Context: an optimization exercise on an open-source flow, tuned for small area, a short achievable clock period and few clock cycles per item. The choices shown serve that exercise and are no tape-out recipe. Only simulation tests tie the RTL to the original design; equivalence was not proved. Power figures rest on the tool's default switching activity, not on a simulated workload.

==> flow/design.v (excerpt) <==
module acq_core (
    input             clk,
    input             rst,           
    input             cmd_valid,
    output            cmd_ready,
    input      [31:0] cmd_data,
    output reg        done,
    output reg        rpt_valid,
    output     [15:0] rpt_loc,
    output     [3:0]  rpt_kind,
    output     [15:0] rpt_extra,
    output     [3:0]  res_kind,
    output     [15:0] res_loc,
    output     [15:0] res_extra,
    output reg [7:0]  res_value,
    output     [71:0] buf_bytes,
    output reg        td_c_sign,
    output     [7:0]  td_c_whole,
    output reg [3:0]  td_c_frac,
    output reg        td_f_sign,
    output reg [7:0]  td_f_whole,
    output reg [3:0]  td_f_frac,
    output reg        log_verbose
);
Size: about 1,100 cells after synthesis, about 170 flip-flops.
clock: 15.0 ns
lec_check: 0
cap_margin: 20
core_margin: 2
core_utilization: 80
cts_buf_list: sky130_fd_sc_hd__clkbuf_8 sky130_fd_sc_hd__clkbuf_16
slew_margin: 20
standard.sh (not shown) runs the stock make flow with config.mk's settings and CLKGATE_MAP_FILE= SYNTH_SCRIPT=/design/flow/synth_recipe.tcl, a recipe that flattens the netlist after the stock synthesis.
==> flow/flow/run.sh <==
#!/bin/bash
# The standard layout, with two changes to how it is made:
# - the port buffers are the smallest buffer cell instead of the delay buffer
#   ORFS picks by default;
# - timing repair works towards a setup slack of 9.5 ns at the 15 ns clock,
#   so that it also sizes the paths that already meet 15 ns.
set -euo pipefail
export BUFFER_PORTS_ARGS="-buffer_cell sky130_fd_sc_hd__buf_1"
export SETUP_SLACK_MARGIN=9.5
bash standard.sh > standard.log 2>&1
The starting point stopped in global routing (5_1_grt) on GRT-0232.
Testbench counts at the start, summed over its fixed seeds: cycles 4,631, commands 4,434.
Edit:
Settings changed: CORE_UTILIZATION 80 to 65, CTS_BUF_LIST sky130_fd_sc_hd__clkbuf_8 sky130_fd_sc_hd__clkbuf_16 to sky130_fd_sc_hd__clkbuf_4 sky130_fd_sc_hd__clkbuf_8.
The changed run completed without violations.
Synthesized cell count is unchanged.
Area after synthesis is unchanged.


acq_core, a different RTL version from the one above (not shown whole).
Size: roughly 1100 cells after synthesis, ~0.011 mm2 of cells after synthesis.
Settings: LEC_CHECK=0, CAP_MARGIN=20, CORE_MARGIN=2, CORE_UTILIZATION=72, CTS_BUF_LIST=sky130_fd_sc_hd__clkbuf_4 sky130_fd_sc_hd__clkbuf_8, SLEW_MARGIN=20; clock period 15.0 ns.
Scripts as last shown in full above: flow/flow/run.sh
Testbench counts at the start, summed over its fixed seeds: cycles 4,631, commands 4,434.
==> next run, changes <==
--- a/flow/flow/run.sh
+++ b/flow/flow/run.sh
@@ -5 +5 @@
-# - timing repair works towards a setup slack of 9.5 ns at the 15 ns clock,
+# - timing repair works towards a setup slack of 9.8 ns at the 15 ns clock,
@@ -9 +9 @@
-export SETUP_SLACK_MARGIN=9.5
+export SETUP_SLACK_MARGIN=9.8
Settings changed: CORE_UTILIZATION 72 to 70, CTS_BUF_LIST sky130_fd_sc_hd__clkbuf_4 sky130_fd_sc_hd__clkbuf_8 to sky130_fd_sc_hd__clkbuf_8 sky130_fd_sc_hd__clkbuf_16.
Result: The new run ran to the end with no violations; cell area climbs by 4.1%; routed wire length is higher by 5.8%; first-iteration DRC count is higher by 20%; core utilization goes up by 0.25 points; total power grows by 7.0%; worst hold slack gets worse by 0.022 ns; synthesized area stays the same; final cell count rose by 1.0%.
==> next run, changes <==
Settings changed: CORE_UTILIZATION 70 to 65.
Outcome:
- routed wire length decreases by 1.8%
- synthesized cell count stays the same
- sequential share of layout area barely changes
- via count drops by 2.5%
- setup slack gains 0.15 ns
- non-clock buffer count came out lower by 7
- utilization decreases by 4.8 points
- power falls by 0.37%


acq_core, a different RTL version from the one above (not shown whole).
Size in the first run: about 1100 cells after synthesis, ~170 flip-flops, ~220 I/O pins.
clock: 15.0 ns
lec_check: 0
cap_margin: 20
core_margin: 2
core_utilization: 65
cts_buf_list: sky130_fd_sc_hd__clkbuf_8 sky130_fd_sc_hd__clkbuf_16
slew_margin: 20
==> flow/flow/run.sh <==
#!/bin/bash
# The standard layout, with two changes to how it is made:
# - the port buffers are the smallest buffer cell instead of the delay buffer
#   ORFS picks by default;
# - timing repair works towards a setup slack of 9.6 ns at the 15 ns clock,
#   so that it also sizes the paths that already meet 15 ns.
set -euo pipefail
export BUFFER_PORTS_ARGS="-buffer_cell sky130_fd_sc_hd__buf_1"
export SETUP_SLACK_MARGIN=9.6
bash standard.sh > standard.log 2>&1
The first run finished with timing, DRC and antenna clean.
Testbench counts at the start, summed over its fixed seeds: cycles 4,583, commands 4,434.
Then changed:
--- a/flow/flow/run.sh
+++ b/flow/flow/run.sh
@@ -5 +5 @@
-# - timing repair works towards a setup slack of 9.6 ns at the 15 ns clock,
+# - timing repair works towards a setup slack of 9.8 ns at the 15 ns clock,
@@ -9 +9 @@
-export SETUP_SLACK_MARGIN=9.6
+export SETUP_SLACK_MARGIN=9.8
- The changed run went through all stages and came out clean
- total power increases by 1.5%
- via count increases by 0.65%
- maximum frequency increases by 2.6%
- core utilization increases by 0.61 points
- global-route usage increases by 1.0 points
- critical path depth stays the same
- sequential share of layout area decreases by 0.22 points
- worst setup slack improved by 130 ps
- routed wire length increases by 2.9%
- sequential cell count does not change


== run a ==
acq_core, a different RTL version from the one above (not shown whole).
Size: ~1100 cells after synthesis, about 11000 µm² of cells after synthesis.
Design acq_core, start of the top module:
module acq_core (
    input             clk,
    input             rst,           
    input             cmd_valid,
    output            cmd_ready,
    input      [31:0] cmd_data,
    output reg        done,
    output reg        rpt_valid,
    output     [15:0] rpt_loc,
    output     [3:0]  rpt_kind,
    output     [15:0] rpt_extra,
    output reg [3:0]  res_kind,
    output     [15:0] res_loc,
    output     [15:0] res_extra,
    output reg [7:0]  res_value,
    output     [71:0] buf_bytes,
    output reg        td_c_sign,
    output reg [7:0]  td_c_whole,
    output reg [3:0]  td_c_frac,
    output reg        td_f_sign,
    output reg [7:0]  td_f_whole,
    output reg [3:0]  td_f_frac,
    output reg        log_verbose
);
Settings: LEC_CHECK=0, CAP_MARGIN=20, CORE_MARGIN=2, CORE_UTILIZATION=65, CTS_BUF_LIST=sky130_fd_sc_hd__clkbuf_4 sky130_fd_sc_hd__clkbuf_8, SLEW_MARGIN=20; clock period 15.0 ns.
==> flow/flow/run.sh <==
#!/bin/bash
# The standard layout, with two changes to how it is made:
# - the port buffers are the smallest buffer cell instead of the delay buffer
#   ORFS picks by default;
# - timing repair works towards a setup slack of 9.5 ns at the 15 ns clock,
#   so that it also sizes the paths that already meet 15 ns.
set -euo pipefail
export BUFFER_PORTS_ARGS="-buffer_cell sky130_fd_sc_hd__buf_1"
export SETUP_SLACK_MARGIN=9.5
bash standard.sh > standard.log 2>&1
Run a: full flow OK, the timing, DRC and antenna checks passed
Testbench counts of run a, summed over its fixed seeds: cycles 4,583, commands 4,434.
Edits applied to the flow inputs when going from run a to run b:
==> flow/flow/run.sh <==
#!/bin/bash
# The standard layout, with the port buffers made of the smallest buffer cell
# instead of the delay buffer ORFS picks by default.
set -euo pipefail
export BUFFER_PORTS_ARGS="-buffer_cell sky130_fd_sc_hd__buf_1"
bash standard.sh > standard.log 2>&1
--- outcome ---
Of run b and run a, it is run b that has the higher routed wire length.
Against run a, DRC violation total after the first TritonRoute iteration in run b fell slightly.
Summary: with run a as the reference, filler cell count in the final layout in run b moved up slightly.
Clock group share of total power ended up 3.4 points higher on run b than on run a.


acq_core, a different RTL version from the one above (not shown whole).
Size: about 1200 cells after synthesis, roughly 180 flip-flops, roughly 220 I/O pins.
==> flow/config.mk <==
export PLATFORM = sky130hd
export DESIGN_NAME = acq_core
export DESIGN_NICKNAME = acq_core
export VERILOG_FILES = /design/flow/design.v
export SDC_FILE = /design/flow/constraint.sdc
export NUM_CORES = 4
export LEC_CHECK = 0
export CAP_MARGIN = 20
export CORE_MARGIN = 2
export CORE_UTILIZATION = 65
export CTS_BUF_LIST = sky130_fd_sc_hd__clkbuf_8 sky130_fd_sc_hd__clkbuf_16
export SLEW_MARGIN = 20
==> flow/constraint.sdc <==
create_clock -name core_clock -period 15.0 [get_ports {clk}]
set_input_delay 3.0000 -clock core_clock [delete_from_list [all_inputs] [get_ports {clk}]]
set_output_delay 3.0000 -clock core_clock [all_outputs]
set_load 0.01 [all_outputs]
==> flow/flow/run.sh <==
#!/bin/bash
# The standard layout, with two changes to how it is made:
# - the port buffers are the smallest buffer cell instead of the delay buffer
#   ORFS picks by default;
# - timing repair works towards a setup slack of 10.0 ns at the 15 ns clock,
#   so that it also sizes the paths that already meet 15 ns.
set -euo pipefail
export BUFFER_PORTS_ARGS="-buffer_cell sky130_fd_sc_hd__buf_1"
export SETUP_SLACK_MARGIN=10.0
bash standard.sh > standard.log 2>&1
Testbench counts at the start, summed over its fixed seeds: cycles 4,631, commands 4,434.
==> next run, changes <==
--- a/flow/flow/run.sh
+++ b/flow/flow/run.sh
@@ -5 +5 @@
-# - timing repair works towards a setup slack of 10.0 ns at the 15 ns clock,
+# - timing repair works towards a setup slack of 9.5 ns at the 15 ns clock,
@@ -9 +9 @@
-export SETUP_SLACK_MARGIN=10.0
+export SETUP_SLACK_MARGIN=9.5
CTS_BUF_LIST = sky130_fd_sc_hd__clkbuf_4 sky130_fd_sc_hd__clkbuf_8   (was sky130_fd_sc_hd__clkbuf_8 sky130_fd_sc_hd__clkbuf_16)
The changed run produced a clean layout.
Total power goes down by a little under a tenth.
Design area goes down by a few percent.
Worst setup slack got worse by 0.28 ns.
Final cell count goes down slightly.


Setup of before:
acq_core with an RTL version that a note above also has.
Size in the first run: about 1100 cells after synthesis, ~170 flip-flops, about 11000 sq um of cells after synthesis.
==> flow/design.v (excerpt) <==
module acq_core (
    input             clk,
    input             rst,           
    input             cmd_valid,
    output            cmd_ready,
    input      [31:0] cmd_data,
    output reg        done,
    output reg        rpt_valid,
    output     [15:0] rpt_loc,
    output     [3:0]  rpt_kind,
    output     [15:0] rpt_extra,
    output     [3:0]  res_kind,
    output     [15:0] res_loc,
    output     [15:0] res_extra,
    output reg [7:0]  res_value,
    output     [71:0] buf_bytes,
    output reg        td_c_sign,
    output     [7:0]  td_c_whole,
    output reg [3:0]  td_c_frac,
    output reg        td_f_sign,
    output reg [7:0]  td_f_whole,
    output reg [3:0]  td_f_frac,
    output reg        log_verbose
);
    localparam [7:0] OP_BUF_LOAD     = 8'h01;
    localparam [7:0] OP_CRC_COMPUTE  = 8'h02;
    localparam [7:0] OP_CRC_VALIDATE = 8'h03;
    localparam [7:0] OP_SET_LOGGING  = 8'h04;
    localparam [7:0] OP_TD_DECODE    = 8'h20;
    localparam [7:0] OP_TD_C_TO_F    = 8'h21;
    localparam [3:0] K_NONE         = 4'd0;
    localparam [3:0] K_CHECKSUM     = 4'd7;
    localparam [3:0] K_RES_MISMATCH = 4'd8;
    localparam [3:0] K_SP_CORRUPT   = 4'd9;
    localparam [3:0] K_ILLEGAL      = 4'd11;
    localparam [3:0] R_NONE = 4'b0000;
    localparam [3:0] R_ILL  = 4'b1000;
    localparam [3:0] R_CRC  = 4'b0100;
    localparam [3:0] R_CFG  = 4'b0010;
    localparam [3:0] R_SP   = 4'b0001;
    localparam [2:0] S_IDLE = 3'd0;      
    localparam [2:0] S_REC2 = 3'd1;      
    localparam [2:0] S_CRCW = 3'd2;      
    localparam [2:0] S_FAHR = 3'd3;      
    localparam [2:0] S_CLD  = 3'd4;      
    reg [2:0]  state;
    reg [3:0]  rk;            
    reg [6:0]  td_c_w;        
    reg [71:0] buf_r;
    wire [7:0] bufr [0:8];
    reg [7:0]  c_op;
    reg [6:0]  c_a;
    reg [15:0] c_lo;
    reg        c_trace;       
    genvar gi;
    generate
        for (gi = 0; gi < 9; gi = gi + 1) begin : g_buf
            assign bufr[gi] = buf_r[8*gi +: 8];
        end
    endgenerate
    assign buf_bytes = buf_r;
    assign cmd_ready = (state == S_IDLE);
    wire accept = cmd_valid && (state == S_IDLE);
  ...
Settings: LEC_CHECK=0, CAP_MARGIN=20, CORE_MARGIN=2, CORE_UTILIZATION=65, CTS_BUF_LIST=sky130_fd_sc_hd__clkbuf_8 sky130_fd_sc_hd__clkbuf_16, SLEW_MARGIN=20; clock period 15.0 ns.
==> flow/flow/run.sh <==
#!/bin/bash
# The standard layout, with two changes to how it is made:
# - the port buffers are the smallest buffer cell instead of the delay buffer
#   ORFS picks by default;
# - timing repair works towards a setup slack of 10.0 ns at the 15 ns clock,
#   so that it also sizes the paths that already meet 15 ns.
set -euo pipefail
export BUFFER_PORTS_ARGS="-buffer_cell sky130_fd_sc_hd__buf_1"
export SETUP_SLACK_MARGIN=10.0
bash standard.sh > standard.log 2>&1
Testbench counts of before, summed over its fixed seeds: cycles 4,631, commands 4,434.
Input-level comparison between after and before:
# before
export LEC_CHECK = 0
export CAP_MARGIN = 20
export CORE_MARGIN = 2
export CORE_UTILIZATION = 65
export CTS_BUF_LIST = sky130_fd_sc_hd__clkbuf_8 sky130_fd_sc_hd__clkbuf_16
export SLEW_MARGIN = 20
create_clock -name core_clock -period 15.0 [get_ports {clk}]
# after
export LEC_CHECK = 0
export CAP_MARGIN = 20
export CORE_MARGIN = 2
export CORE_UTILIZATION = 65
export CTS_BUF_LIST = sky130_fd_sc_hd__clkbuf_4 sky130_fd_sc_hd__clkbuf_8
export SLEW_MARGIN = 20
create_clock -name core_clock -period 15.0 [get_ports {clk}]
==> flow/flow/run.sh <==
#!/bin/bash
# The standard layout, with two changes to how it is made:
# - the port buffers are the smallest buffer cell instead of the delay buffer
#   ORFS picks by default;
# - timing repair works towards a setup slack of 9.5 ns at the 15 ns clock,
#   so that it also sizes the paths that already meet 15 ns.
set -euo pipefail
export BUFFER_PORTS_ARGS="-buffer_cell sky130_fd_sc_hd__buf_1"
export SETUP_SLACK_MARGIN=9.5
bash standard.sh > standard.log 2>&1
[summary]
after ended with less depth of the critical timing path with buffers and inverters included than before.
Summary of the comparison: met3 usage is lower in after, relative to before.
In after the post-synthesis to final-layout area growth turned out 7.6 points lower than in before.
Going from before to after, cell count after placement increased by 6 relative to the old numbers, first-pass GRT wire length lost about 4.6%, proportion of layout cells with a drive suffix above 1 lost 4.9 points.
after completed end to end with timing, DRC and antenna clean.
before: flow completed, timing, DRC and antenna clean

[port drivers added, routing unchanged]
How much do the figures lean on ideal ports? The routed layouts below were timed once more, with nothing changed but the port constraints.
Step 1 assumes that a clkbuf_16 drives the clock port and a buf_2 every other input.
Step 2 adds t to the input delays and takes it off the output delays; t is the mean of the earliest and latest rising clock arrival at the registers after step 1. Input paths then give back, and output paths get back, about the clock's delay inside the block.
Three values: ideal ports, drivers, drivers and shift; two values: the first two.
| run | t, ns | setup WS [ns] | hold WS [ns] | worst setup path after step 2 |
|---|---|---|---|---|
| the second run of note 1 | 0.530 | 9.580 / 9.537 / 9.130 | 0.503 / 0.503 / 0.503 | input to register |
| the first run of note 2 | 0.525 | 9.604 / 9.563 / 9.083 | 0.500 / 0.500 / 0.500 | input to register |
| the second run of note 2 | 0.488 | 9.705 / 9.700 / 9.212 | 0.478 / 0.478 / 0.478 | input to register |
| the third run of note 2 | 0.482 | 9.860 / 9.814 / 9.395 | 0.493 / 0.493 / 0.493 | input to register |
| the first run of note 3 | 0.479 | 9.740 / 9.694 / 9.296 | 0.474 / 0.474 / 0.474 | input to register |
| the second run of note 3 | 0.481 | 9.874 / 9.827 / 9.399 | 0.496 / 0.496 / 0.496 | input to register |
| run a | 0.492 | 9.506 / 9.519 / 9.027 | 0.459 / 0.459 / 0.459 | input to register |
| run b | 0.510 | 9.185 / 9.154 / 8.689 | 0.463 / 0.463 / 0.463 | input to register |
| the first run of note 5 | 0.487 | 9.963 / 9.991 / 9.504 | 0.468 / 0.468 / 0.468 | input to register |
| the second run of note 5 | 0.523 | 9.682 / 9.702 / 9.179 | 0.458 / 0.458 / 0.458 | input to register |
| before | 0.473 | 9.965 / 9.923 / 9.563 | 0.476 / 0.476 / 0.476 | input to register |
| after | 0.524 | 9.580 / 9.538 / 9.184 | 0.485 / 0.485 / 0.485 | input to register |
After both steps setup and hold are still met in every run listed. For the first run of note 2, which loses most, drivers alone change the setup slack by -0.041 ns; drivers and shift together by -0.521 ns.
